Background: an optimization exercise with open tools, aiming at small area and a short achievable clock period. Do not read the settings as production practice. The RTL was checked by simulation tests, not by an equivalence proof against the original design. No activity file was given, so power comes from the tool's default toggle rates.

==> 10-22: inputs <==
// ook_decoder
module ook_decoder (
    input  wire        clk,
    input  wire        rst,
    input  wire        edge_valid,
    input  wire        edge_level,
    input  wire [31:0] edge_ts,
    input  wire        tick,
    output wire        rec_valid,
    output wire [7:0]  rec_id,
    output wire        rec_battery_ok,
    output wire [7:0]  rec_channel,
    output wire [15:0] rec_temp,
    output wire [7:0]  rec_hum,
    output reg  [15:0] ovf_count,
    output reg  [15:0] desync_count
);
==> module ook_queue, before the edit <==
module ook_queue #(
    parameter QCAP = 10,
    parameter NRUN = 5
) (
    input  wire        clk,
    input  wire        rst,
    input  wire        enq,
    input  wire [63:0] enq_frame,
    input  wire        deq,         
    output wire        empty,
    output wire        full,
    output wire [29:0] head_fields,
    output wire        head_match,  
    output wire        ovf          
);
    function [29:0] fields(input [63:0] f);
        fields = {f[35:27], f[25], f[23:12], f[7:0]};
    endfunction
    reg [63:0]     newest;                  
    reg [QCAP-1:0] match;                   
    reg [QCAP-1:1] rend;                    
    reg            pend;                    
    reg [QCAP-1:0] occ_m;                   
    wire [QCAP-1:0] occ = pend ? {occ_m[QCAP-2:0], 1'b1} : occ_m;
    assign full  = occ[QCAP-1];
    assign empty = !occ[0];
    assign ovf   = enq && full && !deq;
    wire new_match = (enq_frame == newest) && (enq_frame[11:8] == 4'b1111);
    wire [QCAP:0] last = {1'b0, occ} & ~{2'b0, occ[QCAP-1:1]};   
    wire          head_pend = pend && last[0];
    reg           h_m;
    reg           h_rend;
    integer i;
    always @(*) begin
        h_m    = head_pend && new_match;
        h_rend = 1'b0;
        if (pend ? last[1] : last[0])
            h_m = h_m | match[0];
        for (i = 1; i < QCAP; i = i + 1)
            if (pend ? last[i+1] : last[i]) begin
                h_m    = h_m | match[i];
                h_rend = h_rend | rend[i];
            end
    end
    assign head_match = h_m;
    wire push     = pend && !new_match && match[0] && (occ[2] || (occ[1] && !deq));
    wire pop_deq  = deq && h_rend;
    wire pop_drop = pend && occ_m[QCAP-1] && rend[QCAP-1];
    always @(posedge clk) begin
        if (pend) begin
            newest   <= enq_frame;
            match[0] <= new_match;
            match[1] <= match[0];
            rend[1]  <= push;
            for (i = 2; i < QCAP; i = i + 1) begin
                match[i] <= match[i-1];
                rend[i]  <= rend[i-1];
            end
        end
    end
    reg [29:0]     rf [0:NRUN-1];
    reg [NRUN-1:0] rf_head;
    reg [NRUN-1:0] rf_tail;
    reg [NRUN-1:0] rf_used;    
    always @(posedge clk) begin
        for (i = 0; i < NRUN; i = i + 1)
            if (push && rf_tail[i])
                rf[i] <= fields(newest);
    end
    wire [NRUN-1:0] head_1 = {rf_head[NRUN-2:0], rf_head[NRUN-1]};
    wire [NRUN-1:0] head_2 = {rf_head[NRUN-3:0], rf_head[NRUN-1:NRUN-2]};
    wire [NRUN:0]   used_p = push ? {rf_used, 1'b1} : {1'b0, rf_used};
    always @(posedge clk) begin
        if (rst) begin
            rf_head <= {{(NRUN-1){1'b0}}, 1'b1};
            rf_tail <= {{(NRUN-1){1'b0}}, 1'b1};
            rf_used <= {NRUN{1'b0}};
        end else begin
            if (push)
                rf_tail <= {rf_tail[NRUN-2:0], rf_tail[NRUN-1]};
            if (pop_deq && pop_drop) begin
                rf_head <= head_2;
                rf_used <= used_p[NRUN:2];
            end else if (pop_deq || pop_drop) begin
                rf_head <= head_1;
                rf_used <= used_p[NRUN:1];
            end else begin
                rf_used <= used_p[NRUN-1:0];
            end
        end
    end
    reg [29:0] rf_f;
    always @(*) begin
        rf_f = 30'd0;
        for (i = 0; i < NRUN; i = i + 1)
            if (rf_head[i])
                rf_f = rf_f | rf[i];
    end
    assign head_fields = rst       ? 30'd0 :
                         head_pend ? fields(enq_frame) :
                         rf_used[0] ? rf_f : fields(newest);
    always @(posedge clk) begin
        if (rst) begin
            pend  <= 1'b0;
            occ_m <= {QCAP{1'b0}};
        end else begin
            pend  <= enq;
            occ_m <= deq ? {1'b0, occ[QCAP-1:1]} : occ;
        end
    end
endmodule
==> module ook_window, before the edit <==
module ook_window (
    input  wire [31:0] x,
    input  wire [31:0] t0,
    output wire        in_mark,
    output wire        in_bit,    
    output wire        lo_one,    
    output wire        in_gap
);
    wire [12:0] bg = ~x[12:0] & t0[12:0];      
    wire [12:0] bp = ~(x[12:0] ^ t0[12:0]);    
    wire [12:0] g1, p1, g2, p2, g3, p3, g4;
    genvar i;
    generate
        for (i = 0; i < 13; i = i + 1) begin : pfx
            if (i >= 1) begin : s1
                assign g1[i] = bg[i] | (bp[i] & bg[i-1]);
                assign p1[i] = bp[i] & bp[i-1];
            end else begin : s1z
                assign g1[i] = bg[i];
                assign p1[i] = bp[i];
            end
            if (i >= 2) begin : s2
                assign g2[i] = g1[i] | (p1[i] & g1[i-2]);
                assign p2[i] = p1[i] & p1[i-2];
            end else begin : s2z
                assign g2[i] = g1[i];
                assign p2[i] = p1[i];
            end
            if (i >= 4) begin : s3
                assign g3[i] = g2[i] | (p2[i] & g2[i-4]);
                assign p3[i] = p2[i] & p2[i-4];
            end else begin : s3z
                assign g3[i] = g2[i];
                assign p3[i] = p2[i];
            end
            if (i >= 8) begin : s4
                assign g4[i] = g3[i] | (p3[i] & g3[i-8]);
            end else begin : s4z
                assign g4[i] = g3[i];
            end
        end
    endgenerate
    wire [12:0] d = ~bp ^ {g4[11:0], 1'b0};
    wire        b13 = g4[12];
    wire [18:0] xh = x[31:13];
    wire [18:0] th = t0[31:13];
    wire        hi_eq0 = &(xh ~^ th);
    wire [18:0] he = xh ~^ th;
    wire [18:0] hs = xh & ~th;
    wire [18:0] hz = ~xh & th;
    wire [18:0] hit1;
    generate
        for (i = 0; i < 19; i = i + 1) begin : inc
            if (i == 0 && i == 18) begin : only
                assign hit1[i] = hs[i];
            end else if (i == 0) begin : lo
                assign hit1[i] = hs[i] & (&he[18:i+1]);
            end else if (i == 18) begin : hi
                assign hit1[i] = hs[i] & (&hz[i-1:0]);
            end else begin : mid
                assign hit1[i] = hs[i] & (&he[18:i+1]) & (&hz[i-1:0]);
            end
        end
    endgenerate
    wire        hi_eq1 = (|hit1) | (&hz);
    wire        hi_ok  = b13 ? hi_eq1 : hi_eq0;
    wire lo_mark = (d >= 13'd400)  && (d <= 13'd600);
    wire lo_zero = (d >= 13'd900)  && (d <= 13'd1100);
    assign lo_one = (d >= 13'd1900) && (d <= 13'd2100);
    wire lo_gap  = (d >= 13'd3900) && (d <= 13'd4100);
    assign in_mark = hi_ok && lo_mark;
    assign in_bit  = hi_ok && (lo_zero || lo_one);
    assign in_gap  = hi_ok && lo_gap;
endmodule
==> flow/config.mk <==
export PLATFORM = sky130hd
export DESIGN_NAME = ook_decoder
export DESIGN_NICKNAME = ook_decoder
export VERILOG_FILES = /design/flow/design.v
export SDC_FILE = /design/flow/constraint.sdc
export NUM_CORES = 4
export LEC_CHECK = 0
export CAP_MARGIN = 20
export CORE_MARGIN = 2
export CORE_UTILIZATION = 60
export CTS_CLUSTER_DIAMETER = 100
export CTS_CLUSTER_SIZE = 20
export SLEW_MARGIN = 20
==> flow/constraint.sdc <==
create_clock -name core_clock -period 10.0 [get_ports {clk}]
set_input_delay 2.0000 -clock core_clock [delete_from_list [all_inputs] [get_ports {clk}]]
set_output_delay 2.0000 -clock core_clock [all_outputs]
set_load 0.01 [all_outputs]
standard.sh (not shown) runs the stock make flow with config.mk's settings and CLKGATE_MAP_FILE= SYNTH_SCRIPT=/design/flow/synth_recipe.tcl, a recipe that flattens the netlist after the stock synthesis.
==> flow/flow/run.sh <==
#!/bin/bash
# The standard layout (standard.sh), with these changes:
# - synthesis leaves adders to ABC instead of mapping them to the
#   library's half/full adder cells (ADDER_MAP_FILE empty), and does not
#   use the slow 3- and 4-input OR/AND/majority and 2111 cells, so that the
#   timestamp window logic is built as shallow logic;
# - the timing repair after placement, CTS and global routing aims for a
#   margin below the clock period;
# - the port buffers are a small plain buffer cell.
set -euo pipefail
# the platform's don't-use list, plus the slow cells
DU=$(make -s -C "$FLOW_HOME" DESIGN_CONFIG="$PWD/config.mk" WORK_HOME="$PWD/orfs" print-DONT_USE_CELLS | sed -n 's/^DONT_USE_CELLS: //p')
LIB="$FLOW_HOME/platforms/sky130hd/lib/sky130_fd_sc_hd__tt_025C_1v80.lib"
EXTRA=$(grep -oE 'cell \("?sky130_fd_sc_hd__(or3|or3b|or4|or4b|or4bb|and4|and4b|and4bb|a2111o|a2111oi|o2111a|o2111ai|maj3)_[0-9]+' "$LIB" | sed -E 's/cell \("?//' | tr '\n' ' ')
[ -n "$DU" ] || { echo "no platform dont-use list" >&2; exit 1; }
echo "DONT_USE_CELLS=$DU $EXTRA" > flow_dont_use.log
bash standard.sh ADDER_MAP_FILE= SETUP_SLACK_MARGIN=6 "DONT_USE_CELLS=$DU $EXTRA" \
  "BUFFER_PORTS_ARGS=-buffer_cell sky130_fd_sc_hd__buf_2" finish > flow_standard.log 2>&1
==> 03-01: changes against 10-22 <==
--- a/flow/design.v
+++ b/flow/design.v
@@ -137,6 +137,5 @@
 endmodule
 module ook_queue #(
-    parameter QCAP = 10,
-    parameter NRUN = 5
+    parameter QCAP = 10
 ) (
     input  wire        clk,
@@ -155,86 +154,48 @@
     endfunction
     reg [63:0]     newest;                  
+    reg [29:0]     fld [1:QCAP-1];          
     reg [QCAP-1:0] match;                   
-    reg [QCAP-1:1] rend;                    
     reg            pend;                    
     reg [QCAP-1:0] occ_m;                   
     wire [QCAP-1:0] occ = pend ? {occ_m[QCAP-2:0], 1'b1} : occ_m;
-    assign full  = occ[QCAP-1];
+    assign full = occ[QCAP-1];
     assign empty = !occ[0];
     assign ovf   = enq && full && !deq;
     wire new_match = (enq_frame == newest) && (enq_frame[11:8] == 4'b1111);
-    wire [QCAP:0] last = {1'b0, occ} & ~{2'b0, occ[QCAP-1:1]};   
-    wire          head_pend = pend && last[0];
-    reg           h_m;
-    reg           h_rend;
     integer i;
-    always @(*) begin
-        h_m    = head_pend && new_match;
-        h_rend = 1'b0;
-        if (pend ? last[1] : last[0])
-            h_m = h_m | match[0];
-        for (i = 1; i < QCAP; i = i + 1)
-            if (pend ? last[i+1] : last[i]) begin
-                h_m    = h_m | match[i];
-                h_rend = h_rend | rend[i];
-            end
-    end
-    assign head_match = h_m;
-    wire push     = pend && !new_match && match[0] && (occ[2] || (occ[1] && !deq));
-    wire pop_deq  = deq && h_rend;
-    wire pop_drop = pend && occ_m[QCAP-1] && rend[QCAP-1];
     always @(posedge clk) begin
         if (pend) begin
             newest   <= enq_frame;
             match[0] <= new_match;
+            fld[1]   <= fields(newest);
             match[1] <= match[0];
-            rend[1]  <= push;
             for (i = 2; i < QCAP; i = i + 1) begin
+                fld[i]   <= fld[i-1];
                 match[i] <= match[i-1];
-                rend[i]  <= rend[i-1];
             end
         end
     end
-    reg [29:0]     rf [0:NRUN-1];
-    reg [NRUN-1:0] rf_head;
-    reg [NRUN-1:0] rf_tail;
-    reg [NRUN-1:0] rf_used;    
-    always @(posedge clk) begin
-        for (i = 0; i < NRUN; i = i + 1)
-            if (push && rf_tail[i])
-                rf[i] <= fields(newest);
-    end
-    wire [NRUN-1:0] head_1 = {rf_head[NRUN-2:0], rf_head[NRUN-1]};
-    wire [NRUN-1:0] head_2 = {rf_head[NRUN-3:0], rf_head[NRUN-1:NRUN-2]};
-    wire [NRUN:0]   used_p = push ? {rf_used, 1'b1} : {1'b0, rf_used};
-    always @(posedge clk) begin
-        if (rst) begin
-            rf_head <= {{(NRUN-1){1'b0}}, 1'b1};
-            rf_tail <= {{(NRUN-1){1'b0}}, 1'b1};
-            rf_used <= {NRUN{1'b0}};
-        end else begin
-            if (push)
-                rf_tail <= {rf_tail[NRUN-2:0], rf_tail[NRUN-1]};
-            if (pop_deq && pop_drop) begin
-                rf_head <= head_2;
-                rf_used <= used_p[NRUN:2];
-            end else if (pop_deq || pop_drop) begin
-                rf_head <= head_1;
-                rf_used <= used_p[NRUN:1];
-            end else begin
-                rf_used <= used_p[NRUN-1:0];
-            end
-        end
-    end
-    reg [29:0] rf_f;
+    wire [QCAP:0] last = ({1'b0, occ} & ~{2'b0, occ[QCAP-1:1]}) & {(QCAP+1){!rst}};
+    reg [29:0] h_f;
+    reg        h_m;
     always @(*) begin
-        rf_f = 30'd0;
-        for (i = 0; i < NRUN; i = i + 1)
-            if (rf_head[i])
-                rf_f = rf_f | rf[i];
+        h_f = 30'd0;
+        h_m = 1'b0;
+        if (pend && last[0]) begin
+            h_f = fields(enq_frame);
+            h_m = new_match;
+        end
+        if (pend ? last[1] : last[0]) begin
+            h_f = h_f | fields(newest);
+            h_m = h_m | match[0];
+        end
+        for (i = 1; i < QCAP; i = i + 1)
+            if (pend ? last[i+1] : last[i]) begin
+                h_f = h_f | fld[i];
+                h_m = h_m | match[i];
+            end
     end
-    assign head_fields = rst       ? 30'd0 :
-                         head_pend ? fields(enq_frame) :
-                         rf_used[0] ? rf_f : fields(newest);
+    assign head_fields = h_f;
+    assign head_match  = h_m;
     always @(posedge clk) begin
         if (rst) begin
==> flow/flow/run.sh (replaced) <==
#!/bin/bash
# Standard layout (the standard.sh: standard synthesis, floorplan,
# placement, CTS, routing) with two changes: the post-placement, post-CTS
# and post-route timing repair aims for a margin below the clock period,
# and the port buffers are a small plain buffer cell.
set -euo pipefail
bash standard.sh SETUP_SLACK_MARGIN=5.5 \
  "BUFFER_PORTS_ARGS=-buffer_cell sky130_fd_sc_hd__buf_2" finish > flow_standard.log 2>&1
--- a/flow/config.mk
+++ b/flow/config.mk
@@ -9,5 +9,3 @@
 export CORE_MARGIN = 2
 export CORE_UTILIZATION = 60
-export CTS_CLUSTER_DIAMETER = 100
-export CTS_CLUSTER_SIZE = 20
 export SLEW_MARGIN = 20
==> 01-12: changes against 10-22 <==
--- a/flow/design.v
+++ b/flow/design.v
@@ -68,5 +68,9 @@
     wire lo_zero = (d >= 13'd900)  && (d <= 13'd1100);
     assign lo_one = (d >= 13'd1900) && (d <= 13'd2100);
-    wire lo_gap  = (d >= 13'd3900) && (d <= 13'd4100);
+    wire [12:0] g_lo = t0[12:0] + 13'd3900;
+    wire [12:0] g_hi = t0[12:0] + 13'd4100;
+    wire        g_ge = x[12:0] >= g_lo;
+    wire        g_le = x[12:0] <= g_hi;
+    wire lo_gap  = (g_lo <= g_hi) ? (g_ge && g_le) : (g_ge || g_le);
     assign in_mark = hi_ok && lo_mark;
     assign in_bit  = hi_ok && (lo_zero || lo_one);
==> flow/flow/run.sh (replaced) <==
#!/bin/bash
# The standard layout (standard.sh), with these changes:
# - synthesis leaves adders to ABC instead of mapping them to the
#   library's half/full adder cells (ADDER_MAP_FILE empty), so that the
#   timestamp window logic is built as shallow logic;
# - the timing repair after placement, CTS and global routing aims for a
#   margin below the clock period;
# - the port buffers are a small plain buffer cell.
set -euo pipefail
bash standard.sh ADDER_MAP_FILE= SETUP_SLACK_MARGIN=6 \
  "BUFFER_PORTS_ARGS=-buffer_cell sky130_fd_sc_hd__buf_2" finish > flow_standard.log 2>&1
--- a/flow/config.mk
+++ b/flow/config.mk
@@ -8,5 +8,5 @@
 export CAP_MARGIN = 20
 export CORE_MARGIN = 2
-export CORE_UTILIZATION = 60
+export CORE_UTILIZATION = 70
 export CTS_CLUSTER_DIAMETER = 100
 export CTS_CLUSTER_SIZE = 20
==> 09-13: changes against 10-22 <==
--- a/flow/design.v
+++ b/flow/design.v
@@ -137,6 +137,5 @@
 endmodule
 module ook_queue #(
-    parameter QCAP = 10,
-    parameter NRUN = 5
+    parameter QCAP = 10
 ) (
     input  wire        clk,
@@ -155,86 +154,48 @@
     endfunction
     reg [63:0]     newest;                  
+    reg [29:0]     fld [1:QCAP-1];          
     reg [QCAP-1:0] match;                   
-    reg [QCAP-1:1] rend;                    
     reg            pend;                    
     reg [QCAP-1:0] occ_m;                   
     wire [QCAP-1:0] occ = pend ? {occ_m[QCAP-2:0], 1'b1} : occ_m;
-    assign full  = occ[QCAP-1];
+    assign full = occ[QCAP-1];
     assign empty = !occ[0];
     assign ovf   = enq && full && !deq;
     wire new_match = (enq_frame == newest) && (enq_frame[11:8] == 4'b1111);
-    wire [QCAP:0] last = {1'b0, occ} & ~{2'b0, occ[QCAP-1:1]};   
-    wire          head_pend = pend && last[0];
-    reg           h_m;
-    reg           h_rend;
     integer i;
-    always @(*) begin
-        h_m    = head_pend && new_match;
-        h_rend = 1'b0;
-        if (pend ? last[1] : last[0])
-            h_m = h_m | match[0];
-        for (i = 1; i < QCAP; i = i + 1)
-            if (pend ? last[i+1] : last[i]) begin
-                h_m    = h_m | match[i];
-                h_rend = h_rend | rend[i];
-            end
-    end
-    assign head_match = h_m;
-    wire push     = pend && !new_match && match[0] && (occ[2] || (occ[1] && !deq));
-    wire pop_deq  = deq && h_rend;
-    wire pop_drop = pend && occ_m[QCAP-1] && rend[QCAP-1];
     always @(posedge clk) begin
         if (pend) begin
             newest   <= enq_frame;
             match[0] <= new_match;
+            fld[1]   <= fields(newest);
             match[1] <= match[0];
-            rend[1]  <= push;
             for (i = 2; i < QCAP; i = i + 1) begin
+                fld[i]   <= fld[i-1];
                 match[i] <= match[i-1];
-                rend[i]  <= rend[i-1];
             end
         end
     end
-    reg [29:0]     rf [0:NRUN-1];
-    reg [NRUN-1:0] rf_head;
-    reg [NRUN-1:0] rf_tail;
-    reg [NRUN-1:0] rf_used;    
-    always @(posedge clk) begin
-        for (i = 0; i < NRUN; i = i + 1)
-            if (push && rf_tail[i])
-                rf[i] <= fields(newest);
-    end
-    wire [NRUN-1:0] head_1 = {rf_head[NRUN-2:0], rf_head[NRUN-1]};
-    wire [NRUN-1:0] head_2 = {rf_head[NRUN-3:0], rf_head[NRUN-1:NRUN-2]};
-    wire [NRUN:0]   used_p = push ? {rf_used, 1'b1} : {1'b0, rf_used};
-    always @(posedge clk) begin
-        if (rst) begin
-            rf_head <= {{(NRUN-1){1'b0}}, 1'b1};
-            rf_tail <= {{(NRUN-1){1'b0}}, 1'b1};
-            rf_used <= {NRUN{1'b0}};
-        end else begin
-            if (push)
-                rf_tail <= {rf_tail[NRUN-2:0], rf_tail[NRUN-1]};
-            if (pop_deq && pop_drop) begin
-                rf_head <= head_2;
-                rf_used <= used_p[NRUN:2];
-            end else if (pop_deq || pop_drop) begin
-                rf_head <= head_1;
-                rf_used <= used_p[NRUN:1];
-            end else begin
-                rf_used <= used_p[NRUN-1:0];
-            end
-        end
-    end
-    reg [29:0] rf_f;
+    wire [QCAP:0] last = ({1'b0, occ} & ~{2'b0, occ[QCAP-1:1]}) & {(QCAP+1){!rst}};
+    reg [29:0] h_f;
+    reg        h_m;
     always @(*) begin
-        rf_f = 30'd0;
-        for (i = 0; i < NRUN; i = i + 1)
-            if (rf_head[i])
-                rf_f = rf_f | rf[i];
+        h_f = 30'd0;
+        h_m = 1'b0;
+        if (pend && last[0]) begin
+            h_f = fields(enq_frame);
+            h_m = new_match;
+        end
+        if (pend ? last[1] : last[0]) begin
+            h_f = h_f | fields(newest);
+            h_m = h_m | match[0];
+        end
+        for (i = 1; i < QCAP; i = i + 1)
+            if (pend ? last[i+1] : last[i]) begin
+                h_f = h_f | fld[i];
+                h_m = h_m | match[i];
+            end
     end
-    assign head_fields = rst       ? 30'd0 :
-                         head_pend ? fields(enq_frame) :
-                         rf_used[0] ? rf_f : fields(newest);
+    assign head_fields = h_f;
+    assign head_match  = h_m;
     always @(posedge clk) begin
         if (rst) begin
==> summary.txt <==
- Synthesized area: 09-13 > 03-01 > 01-12 > 10-22.
- Cell area: 10-22 < 01-12 < 09-13 < 03-01.
- Sequential share of layout area: 01-12 < 10-22 < 03-01 < 09-13.
- Against 09-13, the first-iteration DRC count of 03-01 is higher by about 10%.
- In 01-12 the sequential cell count is lower than in 03-01, by 96.
- Worst setup slack, highest first: 09-13, 01-12, 10-22, 03-01.
- The lowest via count belongs to 10-22, the highest to 09-13.
==> figures <==
| quantity | 10-22 | 01-12 | 09-13 | 03-01 |
|---|---|---|---|---|
| Status | timing/DRC/antenna clean | timing/DRC/antenna clean | timing/DRC/antenna clean | timing/DRC/antenna clean |
| Sequential Power Share | 61.1% | 60.9% | 62.3% | 52.0% |
| Share of total power in combinational logic | 6.6% | 6.5% | 5.2% | 4.1% |
| Met3 capacity usage during global routing | 2.78% | 3.56% | 3.16% | 4.70% |
| Met3 Routed Length | 2490 um | 2670 um | 2950 um | 3470 um |
| Clock tree skew after final layout | 0.0122 ns | 0.0336 ns | 0.0172 ns | 0.0171 ns |
| Max Used Layer | met4 | met4 | met5 | met5 |
| X dimension of the die | 183 um | 171 um | 196 um | 195 um |
| Min cycle time layout | 4.27 ns | 4.25 ns | 4.12 ns | 4.53 ns |
| Clock share of power | 32.3% | 32.5% | 32.5% | 43.9% |
| Distinct cell type count after synthesis | 87 | 76 | 84 | 71 |
| Clock H-tree levels | 1 | 1 | 1 | 2 |
| Avg Cell Area, Syn | 12.8 um^2 | 12.2 um^2 | 14.7 um^2 | 14.8 um^2 |
| Critical path launch point | edge_ts[2] | edge_ts[9] | edge_ts[28] | edge_ts[0] |
| Fraction of power spent switching nets | 21.5% | 21.7% | 20.9% | 20.4% |
| Area fraction of clock buffers and clock inverters | 3.40% | 3.60% | 3.56% | 7.14% |

## separate check: timing with driven ports
Ports are ideal in the flow. The routed layouts listed here were re-timed in OpenROAD.
Step 1 sets driving cells, clkbuf_16 on the clock port and buf_2 on the other inputs (assumed; they add their load-dependent delay and slew).
Step 2 moves the port delays by t, midway between the first and last clock arrival at a register: inputs arrive t later, outputs are due t later. That takes back most of the time a late clock gives input paths.
Slacks: ideal ports / drivers / drivers and shift; pairs: ideal ports / drivers.
| run | shift t [ns] | setup slack, ns | worst setup path after step 2 |
|---|---|---|---|
| 10-22 | 0.595 | 5.726 / 5.729 / 5.134 | input to register |
| 03-01 | 0.633 | 5.468 / 5.470 / 4.838 | input to register |
| 01-12 | 0.603 | 5.748 / 5.746 / 5.143 | input to register |
| 09-13 | 0.643 | 5.883 / 5.893 / 5.250 | input to register |
After both steps setup and hold are still met in every run listed. For 09-13, which loses most, drivers alone change the setup slack by +0.010 ns; drivers and shift together by -0.633 ns.
